From an optimization exercise on the open Yosys and OpenROAD flow, aimed at small area, a short achievable clock period and few clock cycles; shortcuts taken in it are not production practice. Only the layout flow was run in this run; the RTL was not checked for function there.

File: design/flow/config.mk
export PLATFORM = sky130hd
export DESIGN_NAME = rot_geom
export DESIGN_NICKNAME = rot_geom
export VERILOG_FILES = /design/flow/design.v
export SDC_FILE = /design/flow/constraint.sdc
export NUM_CORES = 4
export LEC_CHECK = 0
export CAP_MARGIN = 20
export CORE_MARGIN = 2
export CORE_UTILIZATION = 40
export PLACE_DENSITY = 0.6
export SLEW_MARGIN = 20
File: design/flow/constraint.sdc
create_clock -name core_clock -period 13.0 [get_ports {clk}]
set_input_delay 2.6000 -clock core_clock [delete_from_list [all_inputs] [get_ports {clk}]]
set_output_delay 2.6000 -clock core_clock [all_outputs]
set_load 0.01 [all_outputs]
File: design/flow/design.v
module rg_div (
    input  wire        clk,
    input  wire        ld_r,       
    input  wire [30:0] ld_rv,
    input  wire        ld_neg,
    input  wire        ld_d,       
    input  wire [30:0] ld_dv,
    input  wire        ld_q,       
    input  wire [31:0] ld_qv,
    input  wire        go,         
    input  wire        al_fb,
    input  wire [30:0] al_r0,
    input  wire [5:0]  al_k0,
    input  wire        f15,
    input  wire        kill,
    output reg  [31:0] Q,
    output reg  [30:0] R,
    output reg  [30:0] D,
    output reg         neg,
    output reg         act,
    output wire        last
);
    reg [5:0]  k;
    reg [4:0]  str;
    wire        b     = (str != 5'd0) ? Q[31] : neg;
    wire [31:0] trial = {R, b} - {1'b0, D};
    wire        qb    = ~trial[31];
    wire [30:0] rn    = qb ? trial[30:0] : {R[29:0], b};
    wire [31:0] qstep = {Q[30:0], qb};
    wire [31:0] qfin  = qstep + {31'd0, neg};
    assign last = act && (k == 6'd1);
    always @(posedge clk) begin
        if (kill) begin
            act <= 1'b0;
        end else if (go) begin
            act <= 1'b1;
            if (al_fb) begin
                R   <= 31'd0;
                Q   <= {R, 1'b0};
                k   <= f15 ? 6'd46 : 6'd45;
                str <= 5'd31;
            end else begin
                R   <= al_r0;
                Q   <= 32'd0;
                k   <= al_k0;
                str <= 5'd0;
            end
        end else if (act) begin
            R   <= rn;
            Q   <= last ? qfin : qstep;
            k   <= k - 6'd1;
            str <= str - {4'd0, (str != 5'd0)};
            if (last) act <= 1'b0;
        end
        if (!go && !act) begin
            if (ld_r) begin R <= ld_rv; neg <= ld_neg; end
            if (ld_q) Q <= ld_qv;
        end
        if (ld_d) D <= ld_dv;
    end
endmodule
module rot_geom (
    input  wire        clk,
    input  wire        rst,         
    input  wire        start,
    input  wire        op,          
    input  wire [15:0] w,
    input  wire [15:0] h,
    input  wire [15:0] sin_q,       
    input  wire [15:0] cos_q,       
    output wire        busy,
    output wire        done,
    output wire [7:0]  errcode,
    output wire [31:0] res_a,       
    output wire [31:0] res_b        
);
    localparam [1:0] ST_IDLE = 2'd0, ST_MAC = 2'd1, ST_DIV = 2'd2, ST_DONE = 2'd3;
    reg [1:0]  st;
    reg [3:0]  ph;
    reg        op_q, err;
    reg [15:0] w_q, h_q, s_q, c_q;
    reg        wge, cgs, ceqs;        
    reg        amb;                   
    reg        thin2;                 
    reg        f15;
    reg        goA, goB;
    assign busy    = (st == ST_MAC) || (st == ST_DIV);
    assign done    = (st == ST_DONE);
    assign errcode = err ? 8'h32 : 8'h00;
    wire accept = start && !busy;
    wire [15:0] L  = wge ? w_q : h_q;
    wire [15:0] Sh = wge ? h_q : w_q;
    wire [31:0] QA, QB;
    wire [30:0] RA, RB, DA, DB;
    wire        negA, negB, actA, actB, lastA, lastB;
    localparam [2:0] A_S = 3'd0, A_C = 3'd1, A_W = 3'd2, A_H = 3'd3, A_ZH = 3'd4, A_ZL = 3'd5;
    localparam [1:0] B_C = 2'd0, B_S = 2'd1, B_L = 2'd2;
    localparam [2:0] AD_0 = 3'd0, AD_RA = 3'd1, AD_RB = 3'd2, AD_D = 3'd3, AD_E = 3'd4, AD_SH = 3'd5;
    localparam [1:0] M_ADD = 2'd0, M_SUB = 2'd1, M_RSUB = 2'd2;    
    localparam [2:0] DS_QA = 3'd0, DS_QB = 3'd1, DS_RA = 3'd2, DS_RB = 3'd3, DS_D = 3'd4,
                     DS_QAS = 3'd5, DS_QBS = 3'd6, DS_AMB = 3'd7;
    wire [1:0] m_sub = cgs ? M_SUB : M_RSUB;
    reg        n_v;
    reg [2:0]  n_a, n_ad, n_ds;
    reg [1:0]  n_b, n_m;
    wire [3:0] nph = ph + 4'd1;
    always @* begin
        n_v = 1'b0; n_a = A_S; n_b = B_C; n_ad = AD_0; n_m = M_ADD; n_ds = DS_QA;
        if (!op_q) begin
            case (nph)
                4'd1: begin n_v = 1'b1; n_a = A_W; n_b = B_S; n_ds = DS_RB; end
                4'd2: begin n_v = 1'b1; n_a = A_H; n_b = B_S; n_ad = AD_RA; n_ds = DS_QAS; end
                4'd3: begin n_v = 1'b1; n_a = A_H; n_b = B_C; n_ad = AD_RB; n_ds = DS_QBS; end
                default: ;
            endcase
        end else begin
            case (nph)
                4'd1: begin n_v = 1'b1; n_a = A_C;  n_b = B_C; n_ds = DS_D; end
                4'd2: begin n_v = 1'b1; n_a = A_ZH; n_b = B_L; n_ad = AD_SH; n_m = M_SUB; n_ds = DS_QB; end
                4'd3: begin n_v = 1'b1; n_a = A_S;  n_b = B_S; n_ad = AD_D;  n_m = m_sub; n_ds = DS_D; end
                4'd4: begin n_v = 1'b1; n_a = A_W;  n_b = B_C; n_ds = DS_RA; end
                4'd5: begin n_v = 1'b1; n_a = A_H;  n_b = B_C; n_ds = DS_RB; end
                4'd6: begin n_v = 1'b1; n_a = A_H;  n_b = B_S; n_ad = AD_RA; n_m = m_sub; n_ds = DS_RA; end
                4'd7: begin n_v = 1'b1; n_a = A_W;  n_b = B_S; n_ad = AD_RB; n_m = m_sub; n_ds = DS_RB; end
                4'd8: begin n_v = amb;  n_a = A_ZL; n_b = B_L; n_ad = AD_E;  n_m = M_SUB; n_ds = DS_AMB; end
                default: ;
            endcase
        end
    end
    wire [33:0] X;
    reg [15:0] mA, mB;
    reg        p1_v;
    reg [2:0]  p1_ad, p1_ds;
    reg [1:0]  p1_m;
    reg [15:0] na_v, nb_v;
    always @* begin
        case (n_a)
            A_S:  na_v = s_q;
            A_C:  na_v = c_q;
            A_W:  na_v = w_q;
            A_H:  na_v = h_q;
            A_ZH: na_v = X[30:15];
            default: na_v = {1'b0, QA[14:0]};
        endcase
        case (n_b)
            B_C: nb_v = c_q;
            B_S: nb_v = s_q;
            default: nb_v = L;
        endcase
    end
    reg [31:0] addend;
    always @* begin
        case (p1_ad)
            AD_RA: addend = {1'b0, RA};
            AD_RB: addend = {1'b0, RB};
            AD_D:  addend = {1'b0, DA};
            AD_E:  addend = {QB[16:0], 15'd0};
            AD_SH: addend = {2'b00, Sh, 14'd0};
            default: addend = 32'd0;
        endcase
    end
    wire        p1_inv = (p1_m != M_ADD);
    wire [15:0] mul_a = mA;
    wire [15:0] mul_b = mB;
    wire [33:0] mul_add = {2'b00, addend} ^ {34{p1_inv}};
    wire        mul_cin = (p1_m == M_RSUB);
    wire [33:0] mul_s, mul_c;
    wire [255:0] pp;
    genvar gi, gj;
    generate for (gi = 0; gi < 16; gi = gi + 1) begin : g_pp
      for (gj = 0; gj < 16; gj = gj + 1) begin : g_ppj
        assign pp[gi*16+gj] = mul_a[gj] & mul_b[gi];
      end
    end endgenerate
    wire hs1 = pp[12] ^ pp[27];
    wire hc2 = pp[12] & pp[27];
    wire fs3 = pp[13] ^ pp[28] ^ pp[43];
    wire fc4 = (pp[13] & pp[28]) | (pp[13] & pp[43]) | (pp[28] & pp[43]);
    wire hs5 = pp[58] ^ pp[73];
    wire hc6 = pp[58] & pp[73];
    wire fs7 = pp[14] ^ pp[29] ^ pp[44];
    wire fc8 = (pp[14] & pp[29]) | (pp[14] & pp[44]) | (pp[29] & pp[44]);
    wire fs9 = pp[59] ^ pp[74] ^ pp[89];
    wire fc10 = (pp[59] & pp[74]) | (pp[59] & pp[89]) | (pp[74] & pp[89]);
    wire hs11 = pp[104] ^ pp[119];
    wire hc12 = pp[104] & pp[119];
    wire fs13 = pp[15] ^ pp[30] ^ pp[45];
    wire fc14 = (pp[15] & pp[30]) | (pp[15] & pp[45]) | (pp[30] & pp[45]);
    wire fs15 = pp[60] ^ pp[75] ^ pp[90];
    wire fc16 = (pp[60] & pp[75]) | (pp[60] & pp[90]) | (pp[75] & pp[90]);
    wire fs17 = pp[105] ^ pp[120] ^ pp[135];
    wire fc18 = (pp[105] & pp[120]) | (pp[105] & pp[135]) | (pp[120] & pp[135]);
    wire hs19 = pp[150] ^ pp[165];
    wire hc20 = pp[150] & pp[165];
    wire fs21 = pp[31] ^ pp[46] ^ pp[61];
    wire fc22 = (pp[31] & pp[46]) | (pp[31] & pp[61]) | (pp[46] & pp[61]);
    wire fs23 = pp[76] ^ pp[91] ^ pp[106];
    wire fc24 = (pp[76] & pp[91]) | (pp[76] & pp[106]) | (pp[91] & pp[106]);
    wire fs25 = pp[121] ^ pp[136] ^ pp[151];
    wire fc26 = (pp[121] & pp[136]) | (pp[121] & pp[151]) | (pp[136] & pp[151]);
    wire hs27 = pp[166] ^ pp[181];
    wire hc28 = pp[166] & pp[181];
    wire fs29 = pp[47] ^ pp[62] ^ pp[77];
    wire fc30 = (pp[47] & pp[62]) | (pp[47] & pp[77]) | (pp[62] & pp[77]);
    wire fs31 = pp[92] ^ pp[107] ^ pp[122];
    wire fc32 = (pp[92] & pp[107]) | (pp[92] & pp[122]) | (pp[107] & pp[122]);
    wire fs33 = pp[137] ^ pp[152] ^ pp[167];
    wire fc34 = (pp[137] & pp[152]) | (pp[137] & pp[167]) | (pp[152] & pp[167]);
    wire fs35 = pp[63] ^ pp[78] ^ pp[93];
    wire fc36 = (pp[63] & pp[78]) | (pp[63] & pp[93]) | (pp[78] & pp[93]);
    wire fs37 = pp[108] ^ pp[123] ^ pp[138];
    wire fc38 = (pp[108] & pp[123]) | (pp[108] & pp[138]) | (pp[123] & pp[138]);
    wire fs39 = pp[79] ^ pp[94] ^ pp[109];
    wire fc40 = (pp[79] & pp[94]) | (pp[79] & pp[109]) | (pp[94] & pp[109]);
    wire hs41 = pp[8] ^ pp[23];
    wire hc42 = pp[8] & pp[23];
    wire fs43 = pp[9] ^ pp[24] ^ pp[39];
    wire fc44 = (pp[9] & pp[24]) | (pp[9] & pp[39]) | (pp[24] & pp[39]);
    wire hs45 = pp[54] ^ pp[69];
    wire hc46 = pp[54] & pp[69];
    wire fs47 = pp[10] ^ pp[25] ^ pp[40];
    wire fc48 = (pp[10] & pp[25]) | (pp[10] & pp[40]) | (pp[25] & pp[40]);
    wire fs49 = pp[55] ^ pp[70] ^ pp[85];
    wire fc50 = (pp[55] & pp[70]) | (pp[55] & pp[85]) | (pp[70] & pp[85]);
    wire hs51 = pp[100] ^ pp[115];
    wire hc52 = pp[100] & pp[115];
    wire fs53 = pp[11] ^ pp[26] ^ pp[41];
    wire fc54 = (pp[11] & pp[26]) | (pp[11] & pp[41]) | (pp[26] & pp[41]);
    wire fs55 = pp[56] ^ pp[71] ^ pp[86];
    wire fc56 = (pp[56] & pp[71]) | (pp[56] & pp[86]) | (pp[71] & pp[86]);
    wire fs57 = pp[101] ^ pp[116] ^ pp[131];
    wire fc58 = (pp[101] & pp[116]) | (pp[101] & pp[131]) | (pp[116] & pp[131]);
    wire hs59 = pp[146] ^ pp[161];
    wire hc60 = pp[146] & pp[161];
    wire fs61 = hs1 ^ pp[42] ^ pp[57];
    wire fc62 = (hs1 & pp[42]) | (hs1 & pp[57]) | (pp[42] & pp[57]);
    wire fs63 = pp[72] ^ pp[87] ^ pp[102];
    wire fc64 = (pp[72] & pp[87]) | (pp[72] & pp[102]) | (pp[87] & pp[102]);
    wire fs65 = pp[117] ^ pp[132] ^ pp[147];
    wire fc66 = (pp[117] & pp[132]) | (pp[117] & pp[147]) | (pp[132] & pp[147]);
    wire fs67 = pp[162] ^ pp[177] ^ pp[192];
    wire fc68 = (pp[162] & pp[177]) | (pp[162] & pp[192]) | (pp[177] & pp[192]);
    wire fs69 = hc2 ^ fs3 ^ hs5;
    wire fc70 = (hc2 & fs3) | (hc2 & hs5) | (fs3 & hs5);
    wire fs71 = pp[88] ^ pp[103] ^ pp[118];
    wire fc72 = (pp[88] & pp[103]) | (pp[88] & pp[118]) | (pp[103] & pp[118]);
    wire fs73 = pp[133] ^ pp[148] ^ pp[163];
    wire fc74 = (pp[133] & pp[148]) | (pp[133] & pp[163]) | (pp[148] & pp[163]);
    wire fs75 = pp[178] ^ pp[193] ^ pp[208];
    wire fc76 = (pp[178] & pp[193]) | (pp[178] & pp[208]) | (pp[193] & pp[208]);
    wire fs77 = fc4 ^ hc6 ^ fs7;
    wire fc78 = (fc4 & hc6) | (fc4 & fs7) | (hc6 & fs7);
    wire fs79 = fs9 ^ hs11 ^ pp[134];
    wire fc80 = (fs9 & hs11) | (fs9 & pp[134]) | (hs11 & pp[134]);
    wire fs81 = pp[149] ^ pp[164] ^ pp[179];
    wire fc82 = (pp[149] & pp[164]) | (pp[149] & pp[179]) | (pp[164] & pp[179]);
    wire fs83 = pp[194] ^ pp[209] ^ pp[224];
    wire fc84 = (pp[194] & pp[209]) | (pp[194] & pp[224]) | (pp[209] & pp[224]);
    wire fs85 = fc8 ^ fc10 ^ hc12;
    wire fc86 = (fc8 & fc10) | (fc8 & hc12) | (fc10 & hc12);
    wire fs87 = fs13 ^ fs15 ^ fs17;
    wire fc88 = (fs13 & fs15) | (fs13 & fs17) | (fs15 & fs17);
    wire fs89 = hs19 ^ pp[180] ^ pp[195];
    wire fc90 = (hs19 & pp[180]) | (hs19 & pp[195]) | (pp[180] & pp[195]);
    wire fs91 = pp[210] ^ pp[225] ^ pp[240];
    wire fc92 = (pp[210] & pp[225]) | (pp[210] & pp[240]) | (pp[225] & pp[240]);
    wire fs93 = fc14 ^ fc16 ^ fc18;
    wire fc94 = (fc14 & fc16) | (fc14 & fc18) | (fc16 & fc18);
    wire fs95 = hc20 ^ fs21 ^ fs23;
    wire fc96 = (hc20 & fs21) | (hc20 & fs23) | (fs21 & fs23);
    wire fs97 = fs25 ^ hs27 ^ pp[196];
    wire fc98 = (fs25 & hs27) | (fs25 & pp[196]) | (hs27 & pp[196]);
    wire fs99 = pp[211] ^ pp[226] ^ pp[241];
    wire fc100 = (pp[211] & pp[226]) | (pp[211] & pp[241]) | (pp[226] & pp[241]);
    wire fs101 = fc22 ^ fc24 ^ fc26;
    wire fc102 = (fc22 & fc24) | (fc22 & fc26) | (fc24 & fc26);
    wire fs103 = hc28 ^ fs29 ^ fs31;
    wire fc104 = (hc28 & fs29) | (hc28 & fs31) | (fs29 & fs31);
    wire fs105 = fs33 ^ pp[182] ^ pp[197];
    wire fc106 = (fs33 & pp[182]) | (fs33 & pp[197]) | (pp[182] & pp[197]);
    wire fs107 = pp[212] ^ pp[227] ^ pp[242];
    wire fc108 = (pp[212] & pp[227]) | (pp[212] & pp[242]) | (pp[227] & pp[242]);
    wire fs109 = fc30 ^ fc32 ^ fc34;
    wire fc110 = (fc30 & fc32) | (fc30 & fc34) | (fc32 & fc34);
    wire fs111 = fs35 ^ fs37 ^ pp[153];
    wire fc112 = (fs35 & fs37) | (fs35 & pp[153]) | (fs37 & pp[153]);
    wire fs113 = pp[168] ^ pp[183] ^ pp[198];
    wire fc114 = (pp[168] & pp[183]) | (pp[168] & pp[198]) | (pp[183] & pp[198]);
    wire fs115 = pp[213] ^ pp[228] ^ pp[243];
    wire fc116 = (pp[213] & pp[228]) | (pp[213] & pp[243]) | (pp[228] & pp[243]);
    wire fs117 = fc36 ^ fc38 ^ fs39;
    wire fc118 = (fc36 & fc38) | (fc36 & fs39) | (fc38 & fs39);
    wire fs119 = pp[124] ^ pp[139] ^ pp[154];
    wire fc120 = (pp[124] & pp[139]) | (pp[124] & pp[154]) | (pp[139] & pp[154]);
    wire fs121 = pp[169] ^ pp[184] ^ pp[199];
    wire fc122 = (pp[169] & pp[184]) | (pp[169] & pp[199]) | (pp[184] & pp[199]);
    wire fs123 = pp[214] ^ pp[229] ^ pp[244];
    wire fc124 = (pp[214] & pp[229]) | (pp[214] & pp[244]) | (pp[229] & pp[244]);
    wire fs125 = fc40 ^ pp[95] ^ pp[110];
    wire fc126 = (fc40 & pp[95]) | (fc40 & pp[110]) | (pp[95] & pp[110]);
    wire fs127 = pp[125] ^ pp[140] ^ pp[155];
    wire fc128 = (pp[125] & pp[140]) | (pp[125] & pp[155]) | (pp[140] & pp[155]);
    wire fs129 = pp[170] ^ pp[185] ^ pp[200];
    wire fc130 = (pp[170] & pp[185]) | (pp[170] & pp[200]) | (pp[185] & pp[200]);
    wire fs131 = pp[215] ^ pp[230] ^ pp[245];
    wire fc132 = (pp[215] & pp[230]) | (pp[215] & pp[245]) | (pp[230] & pp[245]);
    wire fs133 = pp[111] ^ pp[126] ^ pp[141];
    wire fc134 = (pp[111] & pp[126]) | (pp[111] & pp[141]) | (pp[126] & pp[141]);
    wire fs135 = pp[156] ^ pp[171] ^ pp[186];
    wire fc136 = (pp[156] & pp[171]) | (pp[156] & pp[186]) | (pp[171] & pp[186]);
    wire fs137 = pp[201] ^ pp[216] ^ pp[231];
    wire fc138 = (pp[201] & pp[216]) | (pp[201] & pp[231]) | (pp[216] & pp[231]);
    wire fs139 = pp[127] ^ pp[142] ^ pp[157];
    wire fc140 = (pp[127] & pp[142]) | (pp[127] & pp[157]) | (pp[142] & pp[157]);
    wire fs141 = pp[172] ^ pp[187] ^ pp[202];
    wire fc142 = (pp[172] & pp[187]) | (pp[172] & pp[202]) | (pp[187] & pp[202]);
    wire fs143 = pp[143] ^ pp[158] ^ pp[173];
    wire fc144 = (pp[143] & pp[158]) | (pp[143] & pp[173]) | (pp[158] & pp[173]);
    wire hs145 = pp[5] ^ pp[20];
    wire hc146 = pp[5] & pp[20];
    wire fs147 = pp[6] ^ pp[21] ^ pp[36];
    wire fc148 = (pp[6] & pp[21]) | (pp[6] & pp[36]) | (pp[21] & pp[36]);
    wire hs149 = pp[51] ^ pp[66];
    wire hc150 = pp[51] & pp[66];
    wire fs151 = pp[7] ^ pp[22] ^ pp[37];
    wire fc152 = (pp[7] & pp[22]) | (pp[7] & pp[37]) | (pp[22] & pp[37]);
    wire fs153 = pp[52] ^ pp[67] ^ pp[82];
    wire fc154 = (pp[52] & pp[67]) | (pp[52] & pp[82]) | (pp[67] & pp[82]);
    wire hs155 = pp[97] ^ pp[112];
    wire hc156 = pp[97] & pp[112];
    wire fs157 = hs41 ^ pp[38] ^ pp[53];
    wire fc158 = (hs41 & pp[38]) | (hs41 & pp[53]) | (pp[38] & pp[53]);
    wire fs159 = pp[68] ^ pp[83] ^ pp[98];
    wire fc160 = (pp[68] & pp[83]) | (pp[68] & pp[98]) | (pp[83] & pp[98]);
    wire fs161 = pp[113] ^ pp[128] ^ mul_add[8];
    wire fc162 = (pp[113] & pp[128]) | (pp[113] & mul_add[8]) | (pp[128] & mul_add[8]);
    wire fs163 = hc42 ^ fs43 ^ hs45;
    wire fc164 = (hc42 & fs43) | (hc42 & hs45) | (fs43 & hs45);
    wire fs165 = pp[84] ^ pp[99] ^ pp[114];
    wire fc166 = (pp[84] & pp[99]) | (pp[84] & pp[114]) | (pp[99] & pp[114]);
    wire fs167 = pp[129] ^ pp[144] ^ mul_add[9];
    wire fc168 = (pp[129] & pp[144]) | (pp[129] & mul_add[9]) | (pp[144] & mul_add[9]);
    wire fs169 = fc44 ^ hc46 ^ fs47;
    wire fc170 = (fc44 & hc46) | (fc44 & fs47) | (hc46 & fs47);
    wire fs171 = fs49 ^ hs51 ^ pp[130];
    wire fc172 = (fs49 & hs51) | (fs49 & pp[130]) | (hs51 & pp[130]);
    wire fs173 = pp[145] ^ pp[160] ^ mul_add[10];
    wire fc174 = (pp[145] & pp[160]) | (pp[145] & mul_add[10]) | (pp[160] & mul_add[10]);
    wire fs175 = fc48 ^ fc50 ^ hc52;
    wire fc176 = (fc48 & fc50) | (fc48 & hc52) | (fc50 & hc52);
    wire fs177 = fs53 ^ fs55 ^ fs57;
    wire fc178 = (fs53 & fs55) | (fs53 & fs57) | (fs55 & fs57);
    wire fs179 = hs59 ^ pp[176] ^ mul_add[11];
    wire fc180 = (hs59 & pp[176]) | (hs59 & mul_add[11]) | (pp[176] & mul_add[11]);
    wire fs181 = fc54 ^ fc56 ^ fc58;
    wire fc182 = (fc54 & fc56) | (fc54 & fc58) | (fc56 & fc58);
    wire fs183 = hc60 ^ fs61 ^ fs63;
    wire fc184 = (hc60 & fs61) | (hc60 & fs63) | (fs61 & fs63);
    wire fs185 = fs65 ^ fs67 ^ mul_add[12];
    wire fc186 = (fs65 & fs67) | (fs65 & mul_add[12]) | (fs67 & mul_add[12]);
    wire fs187 = fc62 ^ fc64 ^ fc66;
    wire fc188 = (fc62 & fc64) | (fc62 & fc66) | (fc64 & fc66);
    wire fs189 = fc68 ^ fs69 ^ fs71;
    wire fc190 = (fc68 & fs69) | (fc68 & fs71) | (fs69 & fs71);
    wire fs191 = fs73 ^ fs75 ^ mul_add[13];
    wire fc192 = (fs73 & fs75) | (fs73 & mul_add[13]) | (fs75 & mul_add[13]);
    wire fs193 = fc70 ^ fc72 ^ fc74;
    wire fc194 = (fc70 & fc72) | (fc70 & fc74) | (fc72 & fc74);
    wire fs195 = fc76 ^ fs77 ^ fs79;
    wire fc196 = (fc76 & fs77) | (fc76 & fs79) | (fs77 & fs79);
    wire fs197 = fs81 ^ fs83 ^ mul_add[14];
    wire fc198 = (fs81 & fs83) | (fs81 & mul_add[14]) | (fs83 & mul_add[14]);
    wire fs199 = fc78 ^ fc80 ^ fc82;
    wire fc200 = (fc78 & fc80) | (fc78 & fc82) | (fc80 & fc82);
    wire fs201 = fc84 ^ fs85 ^ fs87;
    wire fc202 = (fc84 & fs85) | (fc84 & fs87) | (fs85 & fs87);
    wire fs203 = fs89 ^ fs91 ^ mul_add[15];
    wire fc204 = (fs89 & fs91) | (fs89 & mul_add[15]) | (fs91 & mul_add[15]);
    wire fs205 = fc86 ^ fc88 ^ fc90;
    wire fc206 = (fc86 & fc88) | (fc86 & fc90) | (fc88 & fc90);
    wire fs207 = fc92 ^ fs93 ^ fs95;
    wire fc208 = (fc92 & fs93) | (fc92 & fs95) | (fs93 & fs95);
    wire fs209 = fs97 ^ fs99 ^ mul_add[16];
    wire fc210 = (fs97 & fs99) | (fs97 & mul_add[16]) | (fs99 & mul_add[16]);
    wire fs211 = fc94 ^ fc96 ^ fc98;
    wire fc212 = (fc94 & fc96) | (fc94 & fc98) | (fc96 & fc98);
    wire fs213 = fc100 ^ fs101 ^ fs103;
    wire fc214 = (fc100 & fs101) | (fc100 & fs103) | (fs101 & fs103);
    wire fs215 = fs105 ^ fs107 ^ mul_add[17];
    wire fc216 = (fs105 & fs107) | (fs105 & mul_add[17]) | (fs107 & mul_add[17]);
    wire fs217 = fc102 ^ fc104 ^ fc106;
    wire fc218 = (fc102 & fc104) | (fc102 & fc106) | (fc104 & fc106);
    wire fs219 = fc108 ^ fs109 ^ fs111;
    wire fc220 = (fc108 & fs109) | (fc108 & fs111) | (fs109 & fs111);
    wire fs221 = fs113 ^ fs115 ^ mul_add[18];
    wire fc222 = (fs113 & fs115) | (fs113 & mul_add[18]) | (fs115 & mul_add[18]);
    wire fs223 = fc110 ^ fc112 ^ fc114;
    wire fc224 = (fc110 & fc112) | (fc110 & fc114) | (fc112 & fc114);
    wire fs225 = fc116 ^ fs117 ^ fs119;
    wire fc226 = (fc116 & fs117) | (fc116 & fs119) | (fs117 & fs119);
    wire fs227 = fs121 ^ fs123 ^ mul_add[19];
    wire fc228 = (fs121 & fs123) | (fs121 & mul_add[19]) | (fs123 & mul_add[19]);
    wire fs229 = fc118 ^ fc120 ^ fc122;
    wire fc230 = (fc118 & fc120) | (fc118 & fc122) | (fc120 & fc122);
    wire fs231 = fc124 ^ fs125 ^ fs127;
    wire fc232 = (fc124 & fs125) | (fc124 & fs127) | (fs125 & fs127);
    wire fs233 = fs129 ^ fs131 ^ mul_add[20];
    wire fc234 = (fs129 & fs131) | (fs129 & mul_add[20]) | (fs131 & mul_add[20]);
    wire fs235 = fc126 ^ fc128 ^ fc130;
    wire fc236 = (fc126 & fc128) | (fc126 & fc130) | (fc128 & fc130);
    wire fs237 = fc132 ^ fs133 ^ fs135;
    wire fc238 = (fc132 & fs133) | (fc132 & fs135) | (fs133 & fs135);
    wire fs239 = fs137 ^ pp[246] ^ mul_add[21];
    wire fc240 = (fs137 & pp[246]) | (fs137 & mul_add[21]) | (pp[246] & mul_add[21]);
    wire fs241 = fc134 ^ fc136 ^ fc138;
    wire fc242 = (fc134 & fc136) | (fc134 & fc138) | (fc136 & fc138);
    wire fs243 = fs139 ^ fs141 ^ pp[217];
    wire fc244 = (fs139 & fs141) | (fs139 & pp[217]) | (fs141 & pp[217]);
    wire fs245 = pp[232] ^ pp[247] ^ mul_add[22];
    wire fc246 = (pp[232] & pp[247]) | (pp[232] & mul_add[22]) | (pp[247] & mul_add[22]);
    wire fs247 = fc140 ^ fc142 ^ fs143;
    wire fc248 = (fc140 & fc142) | (fc140 & fs143) | (fc142 & fs143);
    wire fs249 = pp[188] ^ pp[203] ^ pp[218];
    wire fc250 = (pp[188] & pp[203]) | (pp[188] & pp[218]) | (pp[203] & pp[218]);
    wire fs251 = pp[233] ^ pp[248] ^ mul_add[23];
    wire fc252 = (pp[233] & pp[248]) | (pp[233] & mul_add[23]) | (pp[248] & mul_add[23]);
    wire fs253 = fc144 ^ pp[159] ^ pp[174];
    wire fc254 = (fc144 & pp[159]) | (fc144 & pp[174]) | (pp[159] & pp[174]);
    wire fs255 = pp[189] ^ pp[204] ^ pp[219];
    wire fc256 = (pp[189] & pp[204]) | (pp[189] & pp[219]) | (pp[204] & pp[219]);
    wire fs257 = pp[234] ^ pp[249] ^ mul_add[24];
    wire fc258 = (pp[234] & pp[249]) | (pp[234] & mul_add[24]) | (pp[249] & mul_add[24]);
    wire fs259 = pp[175] ^ pp[190] ^ pp[205];
    wire fc260 = (pp[175] & pp[190]) | (pp[175] & pp[205]) | (pp[190] & pp[205]);
    wire fs261 = pp[220] ^ pp[235] ^ pp[250];
    wire fc262 = (pp[220] & pp[235]) | (pp[220] & pp[250]) | (pp[235] & pp[250]);
    wire fs263 = pp[191] ^ pp[206] ^ pp[221];
    wire fc264 = (pp[191] & pp[206]) | (pp[191] & pp[221]) | (pp[206] & pp[221]);
    wire hs265 = pp[3] ^ pp[18];
    wire hc266 = pp[3] & pp[18];
    wire fs267 = pp[4] ^ pp[19] ^ pp[34];
    wire fc268 = (pp[4] & pp[19]) | (pp[4] & pp[34]) | (pp[19] & pp[34]);
    wire hs269 = pp[49] ^ pp[64];
    wire hc270 = pp[49] & pp[64];
    wire fs271 = hs145 ^ pp[35] ^ pp[50];
    wire fc272 = (hs145 & pp[35]) | (hs145 & pp[50]) | (pp[35] & pp[50]);
    wire fs273 = pp[65] ^ pp[80] ^ mul_add[5];
    wire fc274 = (pp[65] & pp[80]) | (pp[65] & mul_add[5]) | (pp[80] & mul_add[5]);
    wire fs275 = hc146 ^ fs147 ^ hs149;
    wire fc276 = (hc146 & fs147) | (hc146 & hs149) | (fs147 & hs149);
    wire fs277 = pp[81] ^ pp[96] ^ mul_add[6];
    wire fc278 = (pp[81] & pp[96]) | (pp[81] & mul_add[6]) | (pp[96] & mul_add[6]);
    wire fs279 = fc148 ^ hc150 ^ fs151;
    wire fc280 = (fc148 & hc150) | (fc148 & fs151) | (hc150 & fs151);
    wire fs281 = fs153 ^ hs155 ^ mul_add[7];
    wire fc282 = (fs153 & hs155) | (fs153 & mul_add[7]) | (hs155 & mul_add[7]);
    wire fs283 = fc152 ^ fc154 ^ hc156;
    wire fc284 = (fc152 & fc154) | (fc152 & hc156) | (fc154 & hc156);
    wire fs285 = fs157 ^ fs159 ^ fs161;
    wire fc286 = (fs157 & fs159) | (fs157 & fs161) | (fs159 & fs161);
    wire fs287 = fc158 ^ fc160 ^ fc162;
    wire fc288 = (fc158 & fc160) | (fc158 & fc162) | (fc160 & fc162);
    wire fs289 = fs163 ^ fs165 ^ fs167;
    wire fc290 = (fs163 & fs165) | (fs163 & fs167) | (fs165 & fs167);
    wire fs291 = fc164 ^ fc166 ^ fc168;
    wire fc292 = (fc164 & fc166) | (fc164 & fc168) | (fc166 & fc168);
    wire fs293 = fs169 ^ fs171 ^ fs173;
    wire fc294 = (fs169 & fs171) | (fs169 & fs173) | (fs171 & fs173);
    wire fs295 = fc170 ^ fc172 ^ fc174;
    wire fc296 = (fc170 & fc172) | (fc170 & fc174) | (fc172 & fc174);
    wire fs297 = fs175 ^ fs177 ^ fs179;
    wire fc298 = (fs175 & fs177) | (fs175 & fs179) | (fs177 & fs179);
    wire fs299 = fc176 ^ fc178 ^ fc180;
    wire fc300 = (fc176 & fc178) | (fc176 & fc180) | (fc178 & fc180);
    wire fs301 = fs181 ^ fs183 ^ fs185;
    wire fc302 = (fs181 & fs183) | (fs181 & fs185) | (fs183 & fs185);
    wire fs303 = fc182 ^ fc184 ^ fc186;
    wire fc304 = (fc182 & fc184) | (fc182 & fc186) | (fc184 & fc186);
    wire fs305 = fs187 ^ fs189 ^ fs191;
    wire fc306 = (fs187 & fs189) | (fs187 & fs191) | (fs189 & fs191);
    wire fs307 = fc188 ^ fc190 ^ fc192;
    wire fc308 = (fc188 & fc190) | (fc188 & fc192) | (fc190 & fc192);
    wire fs309 = fs193 ^ fs195 ^ fs197;
    wire fc310 = (fs193 & fs195) | (fs193 & fs197) | (fs195 & fs197);
    wire fs311 = fc194 ^ fc196 ^ fc198;
    wire fc312 = (fc194 & fc196) | (fc194 & fc198) | (fc196 & fc198);
    wire fs313 = fs199 ^ fs201 ^ fs203;
    wire fc314 = (fs199 & fs201) | (fs199 & fs203) | (fs201 & fs203);
    wire fs315 = fc200 ^ fc202 ^ fc204;
    wire fc316 = (fc200 & fc202) | (fc200 & fc204) | (fc202 & fc204);
    wire fs317 = fs205 ^ fs207 ^ fs209;
    wire fc318 = (fs205 & fs207) | (fs205 & fs209) | (fs207 & fs209);
    wire fs319 = fc206 ^ fc208 ^ fc210;
    wire fc320 = (fc206 & fc208) | (fc206 & fc210) | (fc208 & fc210);
    wire fs321 = fs211 ^ fs213 ^ fs215;
    wire fc322 = (fs211 & fs213) | (fs211 & fs215) | (fs213 & fs215);
    wire fs323 = fc212 ^ fc214 ^ fc216;
    wire fc324 = (fc212 & fc214) | (fc212 & fc216) | (fc214 & fc216);
    wire fs325 = fs217 ^ fs219 ^ fs221;
    wire fc326 = (fs217 & fs219) | (fs217 & fs221) | (fs219 & fs221);
    wire fs327 = fc218 ^ fc220 ^ fc222;
    wire fc328 = (fc218 & fc220) | (fc218 & fc222) | (fc220 & fc222);
    wire fs329 = fs223 ^ fs225 ^ fs227;
    wire fc330 = (fs223 & fs225) | (fs223 & fs227) | (fs225 & fs227);
    wire fs331 = fc224 ^ fc226 ^ fc228;
    wire fc332 = (fc224 & fc226) | (fc224 & fc228) | (fc226 & fc228);
    wire fs333 = fs229 ^ fs231 ^ fs233;
    wire fc334 = (fs229 & fs231) | (fs229 & fs233) | (fs231 & fs233);
    wire fs335 = fc230 ^ fc232 ^ fc234;
    wire fc336 = (fc230 & fc232) | (fc230 & fc234) | (fc232 & fc234);
    wire fs337 = fs235 ^ fs237 ^ fs239;
    wire fc338 = (fs235 & fs237) | (fs235 & fs239) | (fs237 & fs239);
    wire fs339 = fc236 ^ fc238 ^ fc240;
    wire fc340 = (fc236 & fc238) | (fc236 & fc240) | (fc238 & fc240);
    wire fs341 = fs241 ^ fs243 ^ fs245;
    wire fc342 = (fs241 & fs243) | (fs241 & fs245) | (fs243 & fs245);
    wire fs343 = fc242 ^ fc244 ^ fc246;
    wire fc344 = (fc242 & fc244) | (fc242 & fc246) | (fc244 & fc246);
    wire fs345 = fs247 ^ fs249 ^ fs251;
    wire fc346 = (fs247 & fs249) | (fs247 & fs251) | (fs249 & fs251);
    wire fs347 = fc248 ^ fc250 ^ fc252;
    wire fc348 = (fc248 & fc250) | (fc248 & fc252) | (fc250 & fc252);
    wire fs349 = fs253 ^ fs255 ^ fs257;
    wire fc350 = (fs253 & fs255) | (fs253 & fs257) | (fs255 & fs257);
    wire fs351 = fc254 ^ fc256 ^ fc258;
    wire fc352 = (fc254 & fc256) | (fc254 & fc258) | (fc256 & fc258);
    wire fs353 = fs259 ^ fs261 ^ mul_add[25];
    wire fc354 = (fs259 & fs261) | (fs259 & mul_add[25]) | (fs261 & mul_add[25]);
    wire fs355 = fc260 ^ fc262 ^ fs263;
    wire fc356 = (fc260 & fc262) | (fc260 & fs263) | (fc262 & fs263);
    wire fs357 = pp[236] ^ pp[251] ^ mul_add[26];
    wire fc358 = (pp[236] & pp[251]) | (pp[236] & mul_add[26]) | (pp[251] & mul_add[26]);
    wire fs359 = fc264 ^ pp[207] ^ pp[222];
    wire fc360 = (fc264 & pp[207]) | (fc264 & pp[222]) | (pp[207] & pp[222]);
    wire fs361 = pp[237] ^ pp[252] ^ mul_add[27];
    wire fc362 = (pp[237] & pp[252]) | (pp[237] & mul_add[27]) | (pp[252] & mul_add[27]);
    wire fs363 = pp[223] ^ pp[238] ^ pp[253];
    wire fc364 = (pp[223] & pp[238]) | (pp[223] & pp[253]) | (pp[238] & pp[253]);
    wire hs365 = pp[2] ^ pp[17];
    wire hc366 = pp[2] & pp[17];
    wire fs367 = hs265 ^ pp[33] ^ pp[48];
    wire fc368 = (hs265 & pp[33]) | (hs265 & pp[48]) | (pp[33] & pp[48]);
    wire fs369 = hc266 ^ fs267 ^ hs269;
    wire fc370 = (hc266 & fs267) | (hc266 & hs269) | (fs267 & hs269);
    wire fs371 = fc268 ^ hc270 ^ fs271;
    wire fc372 = (fc268 & hc270) | (fc268 & fs271) | (hc270 & fs271);
    wire fs373 = fc272 ^ fc274 ^ fs275;
    wire fc374 = (fc272 & fc274) | (fc272 & fs275) | (fc274 & fs275);
    wire fs375 = fc276 ^ fc278 ^ fs279;
    wire fc376 = (fc276 & fc278) | (fc276 & fs279) | (fc278 & fs279);
    wire fs377 = fc280 ^ fc282 ^ fs283;
    wire fc378 = (fc280 & fc282) | (fc280 & fs283) | (fc282 & fs283);
    wire fs379 = fc284 ^ fc286 ^ fs287;
    wire fc380 = (fc284 & fc286) | (fc284 & fs287) | (fc286 & fs287);
    wire fs381 = fc288 ^ fc290 ^ fs291;
    wire fc382 = (fc288 & fc290) | (fc288 & fs291) | (fc290 & fs291);
    wire fs383 = fc292 ^ fc294 ^ fs295;
    wire fc384 = (fc292 & fc294) | (fc292 & fs295) | (fc294 & fs295);
    wire fs385 = fc296 ^ fc298 ^ fs299;
    wire fc386 = (fc296 & fc298) | (fc296 & fs299) | (fc298 & fs299);
    wire fs387 = fc300 ^ fc302 ^ fs303;
    wire fc388 = (fc300 & fc302) | (fc300 & fs303) | (fc302 & fs303);
    wire fs389 = fc304 ^ fc306 ^ fs307;
    wire fc390 = (fc304 & fc306) | (fc304 & fs307) | (fc306 & fs307);
    wire fs391 = fc308 ^ fc310 ^ fs311;
    wire fc392 = (fc308 & fc310) | (fc308 & fs311) | (fc310 & fs311);
    wire fs393 = fc312 ^ fc314 ^ fs315;
    wire fc394 = (fc312 & fc314) | (fc312 & fs315) | (fc314 & fs315);
    wire fs395 = fc316 ^ fc318 ^ fs319;
    wire fc396 = (fc316 & fc318) | (fc316 & fs319) | (fc318 & fs319);
    wire fs397 = fc320 ^ fc322 ^ fs323;
    wire fc398 = (fc320 & fc322) | (fc320 & fs323) | (fc322 & fs323);
    wire fs399 = fc324 ^ fc326 ^ fs327;
    wire fc400 = (fc324 & fc326) | (fc324 & fs327) | (fc326 & fs327);
    wire fs401 = fc328 ^ fc330 ^ fs331;
    wire fc402 = (fc328 & fc330) | (fc328 & fs331) | (fc330 & fs331);
    wire fs403 = fc332 ^ fc334 ^ fs335;
    wire fc404 = (fc332 & fc334) | (fc332 & fs335) | (fc334 & fs335);
    wire fs405 = fc336 ^ fc338 ^ fs339;
    wire fc406 = (fc336 & fc338) | (fc336 & fs339) | (fc338 & fs339);
    wire fs407 = fc340 ^ fc342 ^ fs343;
    wire fc408 = (fc340 & fc342) | (fc340 & fs343) | (fc342 & fs343);
    wire fs409 = fc344 ^ fc346 ^ fs347;
    wire fc410 = (fc344 & fc346) | (fc344 & fs347) | (fc346 & fs347);
    wire fs411 = fc348 ^ fc350 ^ fs351;
    wire fc412 = (fc348 & fc350) | (fc348 & fs351) | (fc350 & fs351);
    wire fs413 = fc352 ^ fc354 ^ fs355;
    wire fc414 = (fc352 & fc354) | (fc352 & fs355) | (fc354 & fs355);
    wire fs415 = fc356 ^ fc358 ^ fs359;
    wire fc416 = (fc356 & fc358) | (fc356 & fs359) | (fc358 & fs359);
    wire fs417 = fc360 ^ fc362 ^ fs363;
    wire fc418 = (fc360 & fc362) | (fc360 & fs363) | (fc362 & fs363);
    wire fs419 = fc364 ^ pp[239] ^ pp[254];
    wire fc420 = (fc364 & pp[239]) | (fc364 & pp[254]) | (pp[239] & pp[254]);
    wire hs421 = pp[0] ^ mul_add[0];
    wire hc422 = pp[0] & mul_add[0];
    wire fs423 = pp[1] ^ pp[16] ^ mul_add[1];
    wire fc424 = (pp[1] & pp[16]) | (pp[1] & mul_add[1]) | (pp[16] & mul_add[1]);
    wire fs425 = hs365 ^ pp[32] ^ mul_add[2];
    wire fc426 = (hs365 & pp[32]) | (hs365 & mul_add[2]) | (pp[32] & mul_add[2]);
    wire fs427 = hc366 ^ fs367 ^ mul_add[3];
    wire fc428 = (hc366 & fs367) | (hc366 & mul_add[3]) | (fs367 & mul_add[3]);
    wire fs429 = fc368 ^ fs369 ^ mul_add[4];
    wire fc430 = (fc368 & fs369) | (fc368 & mul_add[4]) | (fs369 & mul_add[4]);
    wire fs431 = fc370 ^ fs371 ^ fs273;
    wire fc432 = (fc370 & fs371) | (fc370 & fs273) | (fs371 & fs273);
    wire fs433 = fc372 ^ fs373 ^ fs277;
    wire fc434 = (fc372 & fs373) | (fc372 & fs277) | (fs373 & fs277);
    wire fs435 = fc374 ^ fs375 ^ fs281;
    wire fc436 = (fc374 & fs375) | (fc374 & fs281) | (fs375 & fs281);
    wire fs437 = fc376 ^ fs377 ^ fs285;
    wire fc438 = (fc376 & fs377) | (fc376 & fs285) | (fs377 & fs285);
    wire fs439 = fc378 ^ fs379 ^ fs289;
    wire fc440 = (fc378 & fs379) | (fc378 & fs289) | (fs379 & fs289);
    wire fs441 = fc380 ^ fs381 ^ fs293;
    wire fc442 = (fc380 & fs381) | (fc380 & fs293) | (fs381 & fs293);
    wire fs443 = fc382 ^ fs383 ^ fs297;
    wire fc444 = (fc382 & fs383) | (fc382 & fs297) | (fs383 & fs297);
    wire fs445 = fc384 ^ fs385 ^ fs301;
    wire fc446 = (fc384 & fs385) | (fc384 & fs301) | (fs385 & fs301);
    wire fs447 = fc386 ^ fs387 ^ fs305;
    wire fc448 = (fc386 & fs387) | (fc386 & fs305) | (fs387 & fs305);
    wire fs449 = fc388 ^ fs389 ^ fs309;
    wire fc450 = (fc388 & fs389) | (fc388 & fs309) | (fs389 & fs309);
    wire fs451 = fc390 ^ fs391 ^ fs313;
    wire fc452 = (fc390 & fs391) | (fc390 & fs313) | (fs391 & fs313);
    wire fs453 = fc392 ^ fs393 ^ fs317;
    wire fc454 = (fc392 & fs393) | (fc392 & fs317) | (fs393 & fs317);
    wire fs455 = fc394 ^ fs395 ^ fs321;
    wire fc456 = (fc394 & fs395) | (fc394 & fs321) | (fs395 & fs321);
    wire fs457 = fc396 ^ fs397 ^ fs325;
    wire fc458 = (fc396 & fs397) | (fc396 & fs325) | (fs397 & fs325);
    wire fs459 = fc398 ^ fs399 ^ fs329;
    wire fc460 = (fc398 & fs399) | (fc398 & fs329) | (fs399 & fs329);
    wire fs461 = fc400 ^ fs401 ^ fs333;
    wire fc462 = (fc400 & fs401) | (fc400 & fs333) | (fs401 & fs333);
    wire fs463 = fc402 ^ fs403 ^ fs337;
    wire fc464 = (fc402 & fs403) | (fc402 & fs337) | (fs403 & fs337);
    wire fs465 = fc404 ^ fs405 ^ fs341;
    wire fc466 = (fc404 & fs405) | (fc404 & fs341) | (fs405 & fs341);
    wire fs467 = fc406 ^ fs407 ^ fs345;
    wire fc468 = (fc406 & fs407) | (fc406 & fs345) | (fs407 & fs345);
    wire fs469 = fc408 ^ fs409 ^ fs349;
    wire fc470 = (fc408 & fs409) | (fc408 & fs349) | (fs409 & fs349);
    wire fs471 = fc410 ^ fs411 ^ fs353;
    wire fc472 = (fc410 & fs411) | (fc410 & fs353) | (fs411 & fs353);
    wire fs473 = fc412 ^ fs413 ^ fs357;
    wire fc474 = (fc412 & fs413) | (fc412 & fs357) | (fs413 & fs357);
    wire fs475 = fc414 ^ fs415 ^ fs361;
    wire fc476 = (fc414 & fs415) | (fc414 & fs361) | (fs415 & fs361);
    wire fs477 = fc416 ^ fs417 ^ mul_add[28];
    wire fc478 = (fc416 & fs417) | (fc416 & mul_add[28]) | (fs417 & mul_add[28]);
    wire fs479 = fc418 ^ fs419 ^ mul_add[29];
    wire fc480 = (fc418 & fs419) | (fc418 & mul_add[29]) | (fs419 & mul_add[29]);
    wire fs481 = fc420 ^ pp[255] ^ mul_add[30];
    wire fc482 = (fc420 & pp[255]) | (fc420 & mul_add[30]) | (pp[255] & mul_add[30]);
    assign mul_s[0] = hs421;
    assign mul_c[0] = mul_cin;
    assign mul_s[1] = hc422;
    assign mul_c[1] = fs423;
    assign mul_s[2] = fc424;
    assign mul_c[2] = fs425;
    assign mul_s[3] = fc426;
    assign mul_c[3] = fs427;
    assign mul_s[4] = fc428;
    assign mul_c[4] = fs429;
    assign mul_s[5] = fc430;
    assign mul_c[5] = fs431;
    assign mul_s[6] = fc432;
    assign mul_c[6] = fs433;
    assign mul_s[7] = fc434;
    assign mul_c[7] = fs435;
    assign mul_s[8] = fc436;
    assign mul_c[8] = fs437;
    assign mul_s[9] = fc438;
    assign mul_c[9] = fs439;
    assign mul_s[10] = fc440;
    assign mul_c[10] = fs441;
    assign mul_s[11] = fc442;
    assign mul_c[11] = fs443;
    assign mul_s[12] = fc444;
    assign mul_c[12] = fs445;
    assign mul_s[13] = fc446;
    assign mul_c[13] = fs447;
    assign mul_s[14] = fc448;
    assign mul_c[14] = fs449;
    assign mul_s[15] = fc450;
    assign mul_c[15] = fs451;
    assign mul_s[16] = fc452;
    assign mul_c[16] = fs453;
    assign mul_s[17] = fc454;
    assign mul_c[17] = fs455;
    assign mul_s[18] = fc456;
    assign mul_c[18] = fs457;
    assign mul_s[19] = fc458;
    assign mul_c[19] = fs459;
    assign mul_s[20] = fc460;
    assign mul_c[20] = fs461;
    assign mul_s[21] = fc462;
    assign mul_c[21] = fs463;
    assign mul_s[22] = fc464;
    assign mul_c[22] = fs465;
    assign mul_s[23] = fc466;
    assign mul_c[23] = fs467;
    assign mul_s[24] = fc468;
    assign mul_c[24] = fs469;
    assign mul_s[25] = fc470;
    assign mul_c[25] = fs471;
    assign mul_s[26] = fc472;
    assign mul_c[26] = fs473;
    assign mul_s[27] = fc474;
    assign mul_c[27] = fs475;
    assign mul_s[28] = fc476;
    assign mul_c[28] = fs477;
    assign mul_s[29] = fc478;
    assign mul_c[29] = fs479;
    assign mul_s[30] = fc480;
    assign mul_c[30] = fs481;
    assign mul_s[31] = fc482;
    assign mul_c[31] = mul_add[31];
    assign mul_s[32] = mul_add[32];
    assign mul_c[32] = 1'b0;
    assign mul_s[33] = mul_add[33];
    assign mul_c[33] = 1'b0;
    reg [33:0] ms, mc;
    reg        s2_v, s2_inv;
    reg [2:0]  s2_ds;
    assign X = (ms + mc) ^ {34{s2_inv}};
    wire        xneg = X[33];
    wire [30:0] xmag = X[30:0] ^ {31{xneg}};      
    wire wr_qa  = s2_v && (s2_ds == DS_QA  || s2_ds == DS_QAS);
    wire wr_qb  = s2_v && (s2_ds == DS_QB  || s2_ds == DS_QBS);
    wire wr_ra  = s2_v && (s2_ds == DS_RA);
    wire wr_rb  = s2_v && (s2_ds == DS_RB);
    wire wr_d   = s2_v && (s2_ds == DS_D);
    wire [31:0] qa_v = (s2_ds == DS_QAS) ? {14'd0, X[32:15]} : X[31:0];
    wire [31:0] qb_v = (s2_ds == DS_QBS) ? {14'd0, X[32:15]} : X[31:0];
    wire amb_thin = X[33] || (X[32:0] == 33'd0);    
    wire        e_le0    = QB[31] || (QB == 32'd0);
    wire        e_ge_l   = !QB[31] && (QB[30:16] != 15'd0 || QB[15:0] >= L);
    wire        thin_now = ceqs || e_le0;
    wire        irect_mac = (st == ST_MAC) && op_q;
    wire        thin_ld0  = irect_mac && (ph == 4'd4) && thin_now;
    wire        thin_ld1  = irect_mac && (ph == 4'd10) && thin2;
    wire        thin_ld   = thin_ld0 || thin_ld1;
    wire [15:0] dA_thin = wge ? s_q : c_q;
    wire [15:0] dB_thin = wge ? c_q : s_q;
    reg al_sel;           
    wire [30:0] al_m   = al_sel ? RB : RA;
    wire [30:0] al_d   = al_sel ? DB : DA;
    wire        al_neg = al_sel ? negB : negA;
    function [4:0] bitlen31;
        input [30:0] x;
        integer i;
        reg [4:0] n;
        begin
            n = 5'd0;
            for (i = 0; i < 31; i = i + 1)
                if (x[i]) n = i[4:0] + 5'd1;
            bitlen31 = n;
        end
    endfunction
    wire [4:0]  blm   = bitlen31(al_m);
    wire [4:0]  bld   = bitlen31(al_d);
    wire        al_fb = (blm >= bld);                  
    wire [4:0]  tr    = bld - blm - 5'd1;
    wire [3:0]  fm1   = f15 ? 4'd14 : 4'd13;
    wire [3:0]  t     = (tr > {1'b0, fm1}) ? fm1 : tr[3:0];
    wire [45:0] shx   = {al_m, {15{al_neg}}} << t;
    wire [30:0] al_r0 = shx[45:15];
    wire [5:0]  al_k0 = (f15 ? 6'd15 : 6'd14) - {2'd0, t};
    wire clr_q = accept;
    wire kill  = rst || accept;
    rg_div u_da (
        .clk(clk),
        .ld_r(thin_ld || wr_ra), .ld_rv(thin_ld ? {15'd0, Sh} : xmag), .ld_neg(thin_ld ? 1'b0 : xneg),
        .ld_d(thin_ld || wr_d),  .ld_dv(thin_ld ? {15'd0, dA_thin} : X[30:0]),
        .ld_q(clr_q || wr_qa),   .ld_qv(clr_q ? 32'd0 : qa_v),
        .go(goA), .al_fb(al_fb), .al_r0(al_r0), .al_k0(al_k0), .f15(f15), .kill(kill),
        .Q(QA), .R(RA), .D(DA), .neg(negA), .act(actA), .last(lastA)
    );
    rg_div u_db (
        .clk(clk),
        .ld_r(thin_ld || wr_rb), .ld_rv(thin_ld ? {15'd0, Sh} : xmag), .ld_neg(thin_ld ? 1'b0 : xneg),
        .ld_d(thin_ld || wr_d),  .ld_dv(thin_ld ? {15'd0, dB_thin} : X[30:0]),
        .ld_q(clr_q || wr_qb),   .ld_qv(clr_q ? 32'd0 : qb_v),
        .go(goB), .al_fb(al_fb), .al_r0(al_r0), .al_k0(al_k0), .f15(f15), .kill(kill),
        .Q(QB), .R(RB), .D(DB), .neg(negB), .act(actB), .last(lastB)
    );
    assign res_a = QA;
    assign res_b = QB;
    wire div_fin = !goA && !goB && (!actA || lastA) && (!actB || lastB);
    always @(posedge clk) begin
        wge  <= (w_q >= h_q);
        cgs  <= (c_q > s_q);
        ceqs <= (c_q == s_q);
        mA    <= na_v;
        mB    <= nb_v;
        p1_v  <= n_v && (st == ST_MAC) && !thin_ld0;
        p1_ad <= n_ad;
        p1_m  <= n_m;
        p1_ds <= n_ds;
        ms     <= mul_s;
        mc     <= mul_c;
        s2_v   <= p1_v && !thin_ld0;
        s2_inv <= (p1_m == M_SUB);
        s2_ds  <= p1_ds;
        goA <= 1'b0;
        goB <= 1'b0;
        if (s2_v && s2_ds == DS_AMB) thin2 <= amb_thin;
        if (rst) begin
            st   <= ST_IDLE;
            p1_v <= 1'b0;
            s2_v <= 1'b0;
        end else begin
            case (st)
                ST_IDLE, ST_DONE: begin
                    st <= ST_IDLE;
                    op_q <= op;
                    w_q  <= w;
                    h_q  <= h;
                    s_q  <= sin_q;
                    c_q  <= cos_q;
                    ph   <= 4'd0;
                    err  <= (w == 16'd0) || (h == 16'd0);
                    mA    <= op ? sin_q : w;
                    mB    <= cos_q;
                    p1_ad <= AD_0;
                    p1_m  <= M_ADD;
                    p1_ds <= op ? DS_QA : DS_RA;
                    p1_v  <= 1'b0;
                    if (start) begin
                        if (w == 16'd0 || h == 16'd0 || (op && sin_q == 16'd0 && cos_q == 16'd0)) begin
                            st   <= ST_DONE;
                            p1_v <= 1'b0;
                        end else begin
                            st   <= ST_MAC;
                            p1_v <= 1'b1;
                        end
                    end
                end
                ST_MAC: begin
                    ph <= ph + 4'd1;
                    if (!op_q) begin
                        if (ph == 4'd4) st <= ST_DONE;
                    end else begin
                        if (ph == 4'd4) begin
                            amb <= !thin_now && !e_ge_l;
                            f15 <= !thin_now;
                            if (thin_now) begin
                                goA    <= 1'b1;
                                al_sel <= 1'b0;
                                st     <= ST_DIV;
                            end
                        end
                        if (ph == 4'd7 && !amb) begin
                            goA    <= 1'b1;
                            al_sel <= 1'b0;
                        end
                        if (ph == 4'd8 && !amb) begin
                            goB    <= 1'b1;
                            al_sel <= 1'b1;
                            st     <= ST_DIV;
                        end
                        if (ph == 4'd10) begin
                            f15    <= !thin2;
                            goA    <= 1'b1;
                            al_sel <= 1'b0;
                            st     <= ST_DIV;
                        end
                    end
                end
                ST_DIV: begin
                    if (goA && !actB) begin
                        goB    <= (al_sel == 1'b0) && !goB;
                        al_sel <= 1'b1;
                    end
                    if (div_fin) st <= ST_DONE;
                end
                default: st <= ST_IDLE;
            endcase
        end
    end
endmodule
File: design/flow/flow/run.sh
#!/bin/bash
set -o pipefail
bash standard.sh SETUP_SLACK_MARGIN=${MARGIN:-8} finish > std_flow.log 2>&1
File: design/flow/standard.sh
#!/bin/bash
# synth_recipe.tcl (not shown) runs the flow's synth.tcl, then flattens the netlist and writes it again
# the make line also repeats each setting of config.mk as NAME=value (left out here)
make -C /OpenROAD-flow-scripts/flow DESIGN_CONFIG=/design/flow/config.mk WORK_HOME=/design/flow/orfs CLKGATE_MAP_FILE= SYNTH_SCRIPT=/design/flow/synth_recipe.tcl "${@:-finish}"
==> run summary <==
P&R area growth vs syn=21.8%; Final Hold Viols=0; ys flop type=dfxtp_1; Cell Chain, Critical Path=buf_6 -> buf_4 -> buf_16 -> mux2_2 -> o31ai_1 -> a21oi_1 -> o31ai_1 -> a31oi_1 -> or2_4 -> fa_2 -> inv_2 -> ha_4 -> nand2b_4 -> a221oi_4 -> nand3_4 -> nand3_4 -> nand2_8 -> inv_12 -> mux4_2 -> buf_4 -> nor2b_4 -> a2111oi_4 -> o221a_1 -> o22ai_1; Sink Count=391; nets=5,304; largest net degree at the start of global routing=78; Iteration-0 DRC Markers=5,931; CTS root buf=clkbuf_16; worst slack, placed=5.37 ns; area share of the largest cell type after synthesis=0.128; Final Slew Violations=0; crit-path max FO=35; post-synthesis cell type count=106; clk latency of the worst-skew pair=about 0.67 ns; Seq/Total Area, Yosys=0.241; critical path capture point type=flip-flop; Slew headroom=0.169; status=no timing/DRC/antenna violations; I/O pins=142; area of the mapped netlist=0.0385 mm^2; Remaining DRCs=0; Max Root-Sink Buffers=3; dpl cells=roughly 5,900; Crit path required time=approximately 14 ns; via count=just under 40,000; CTS tree=done; Core Box Area=0.0952 mm^2; Worst setup SP type=flip-flop; TritonCTS buffer count=49; Tot GR Track Use=0.386; Final HPWL DP=145,000 um; Max Clock Skew=around 0.035 ns; Yosys reg bits=391; Max stage delay on crit path=roughly 0.62 ns; Critical Path AT=6.41 ns; Post-synth ARST share=0; yosys warns=2; critical path type=flip-flop to flip-flop; row cnt=113; WL final=about 200,000 um; Final period util=0.453; setup violators final=0; Gate Count Post-Synth=4,597; vias in the first global route=37,200; Setup TNS=0 ns; PortBufs=136; EDFF count, synth=145; grt ovf=0; share of cells above drive strength 1=0.165; FILL cells=9,136; Avg Cell Area, Syn=8.37 um^2; Area contributors post-synth=dfxtp_1, fa_1, edfxtp_1; Non-Filler Instances=just over 6,000; post-DR vias/cell=6.48; Clock Pin Slew Worst Setup and Hold Paths=0.06 ns; number of routed nets with antenna violations=0; slowest CP cell=mux4_2; Die Span X=314 um; initial antenna violation count=22; Die Footprint=about 0.1 mm^2; Initial Util=0.404; Highest Clock Rate=170 MHz; worst setup margin=between 7 and 8 ns; H-tree Lvls=2; measured slew at the worst slew-check pin=1.24 ns; Routed WL per cell=32.0 um; CP Buf/Inv Count=6; fin crit period=5.89 ns; area leader, netlist=dfxtp_1; routability congestion estimate=1.06; min-delay worst type=flip-flop to flip-flop; DRT Pass-1 Iters=6; first-pass GRT wire length=274,000 um; Max Cap Viol=0; RSZ-0062 raised after global routing=yes; family with the most delay on the worst path=compound AO/OA/AOI/OAI gates; Chip Height=314 um
[routing by layer]
layer,global-route usage,up-vias,wire (um)
met4,0.182,12,12300
met1,0.531,19400,79200
met5,0.00725,-,168
li1,-,16800,-
met2,0.547,2864,79100
met3,0.121,630,25700
[worst reg2reg max path, cell delays in order (launching register included)]
cell	delay [ns]
edfxtp_1	0.44
buf_6	0.14
buf_4	0.16
buf_16	0.28
mux2_2	0.47
o31ai_1	0.31
a21oi_1	0.12
o31ai_1	0.21
a31oi_1	0.14
or2_4	0.27
fa_2	0.59
inv_2	0.06
ha_4	0.29
nand2b_4	0.06
a221oi_4	0.31
nand3_4	0.16
nand3_4	0.17
nand2_8	0.09
inv_12	0.09
mux4_2	0.62
buf_4	0.19
nor2b_4	0.13
a2111oi_4	0.20
o221a_1	0.22
o22ai_1	0.07
[metrics by stage]
step	hold slack, ns	util	cell area [um^2]
finish	0.325	0.492	46800
global route	0.333	0.492	46800
CTS	0.327	0.469	44600
detailed placement	0.313	0.436	41500
global placement	0.314	0.436	41500
floorplan	0.310	-	38600
[Yosys cell counts, drive strengths merged, types with 49 or more instances]
library cell  count
a211oi           49
a21o             56
a21oi           371
a22oi            86
and2            174
buf              74
clkbuf          199
dfxtp           246
edfxtp          145
fa              229
ha              190
inv             391
mux2             90
mux2i           127
nand2           435
nand3            80
nor2            298
nor3             97
o211ai           56
o21ai           263
o22ai           118
xnor2           168
xor2             86
[registers in the layout, summed over array words and instances (netlist names), 16 cells and up]
signal,count
h_q,16
u_da.D,16
mB,16
w_q,16
mc,32
u_db.Q,32
u_da.R,31
ms,33
u_da.Q,32
u_db.R,31
u_db.D,31
s_q,16
mA,16
c_q,16
[kinds of logic (layout without fill, tap and decap cells)]
family | after synthesis | after routing | share of synthesized area
xor+xnor | 254 | 254 | 0.0590
buf+inv | 666 | 919 | 0.0673
other cells | 1 | 15 | 0.0000975
fa+ha+maj | 419 | 419 | 0.181
compound gates | 1324 | 1325 | 0.223
simple gates | 1318 | 1321 | 0.164
mux | 224 | 224 | 0.0638
flops | 391 | 391 | 0.241
[placed cells by master (no fill, tap or decap), types with 21 or more instances in the layout]
cell | Yosys | layout
nand2_1 | 433 | 409
inv_1 | 384 | 379
a21oi_1 | 368 | 335
nor2_1 | 298 | 281
dfxtp_1 | 246 | 236
buf_4 | 10 | 229
fa_1 | 229 | 228
o21ai_0 | 244 | 217
ha_1 | 190 | 182
and2_1 | 174 | 170
xnor2_1 | 164 | 153
edfxtp_1 | 145 | 145
clkdlybuf4s50_1 | 0 | 134
mux2i_1 | 126 | 107
o22ai_1 | 118 | 106
xor2_1 | 84 | 84
mux2_2 | 88 | 81
nor3_1 | 96 | 80
a22oi_1 | 86 | 79
nand3_1 | 79 | 69
a21o_1 | 56 | 55
o211ai_1 | 55 | 55
clkbuf_16 | 0 | 55
nor2b_1 | 42 | 39
a211oi_1 | 47 | 39
o21a_1 | 37 | 37
a31oi_1 | 34 | 32
buf_6 | 2 | 32
nor4_1 | 35 | 31
and3_1 | 32 | 29
nand4_1 | 28 | 28
o21ai_1 | 14 | 23
nand2_2 | 0 | 23
a21oi_2 | 3 | 22
nand2b_1 | 23 | 21
a311oi_1 | 22 | 21
[repair_timing]
action | in CTS | in global routing
pin swaps | 39 | 116
gates cloned | 10 | 12
endpoints found under the setup margin | 175 | 141
buffers inserted | 60 | 95
hold buffers | 0 | 0
resized for setup | 184 | 260
[layout make-up]
cell class / instances / area [um^2] / share of cell area
well taps: 1265 / 1580 / 0.0338
multi-input cells: 3548 / 28500 / 0.608
clock buffers: 68 / 1380 / 0.0294
repair inverters: 5 / 65.1 / 0.00139
flip-flops and latches: 391 / 9290 / 0.198
inverters: 393 / 1560 / 0.0332
diodes: 10 / 25.0 / 0.000534
clock inverters: 24 / 353 / 0.00754
repair buffers: 429 / 4090 / 0.0873
[final timing paths]
path | from | endpoint | slack (ns) | depth (start not counted)
setup / recovery | al_sel | u_da.R[17] | 7.11 | 24
setup reg to reg | al_sel | u_da.R[17] | 7.11 | 24
hold / removal | p1_ds[0] | s2_ds[0] | 0.33 | 0
hold reg to reg | p1_ds[0] | s2_ds[0] | 0.33 | 0

==> afterwards: timing with drivers on the ports <==
The flow's constraints put no driver on any port. The routed layout listed below was extracted and timed again, unchanged, in two steps. Step 1 (the two cells are an assumption about what drives the block):
set clk [get_ports {clk}]
set_driving_cell -lib_cell sky130_fd_sc_hd__clkbuf_16 $clk
set_driving_cell -lib_cell sky130_fd_sc_hd__buf_2 [delete_from_list [all_inputs] $clk]
Step 2 times the ports against the registers' clock, not the clock port: input delays grow and output delays shrink by t, the midpoint of the rising clock arrivals with the driver on. a / b / c = no drivers / after step 1 / after step 2; a / b = the first two.
shift t [ns]: 0.718
setup WS [ns]: 7.105 / 7.105 / 7.105
worst setup path at the end: register to register
latest minus earliest clock arrival (ns): 0.035 / 0.035
worst slew at a driven data input, ns: 0.09
After both steps this run still meets setup and hold. The setup slack of this run moves by 0.000 ns with the drivers and by 0.000 ns with both steps.
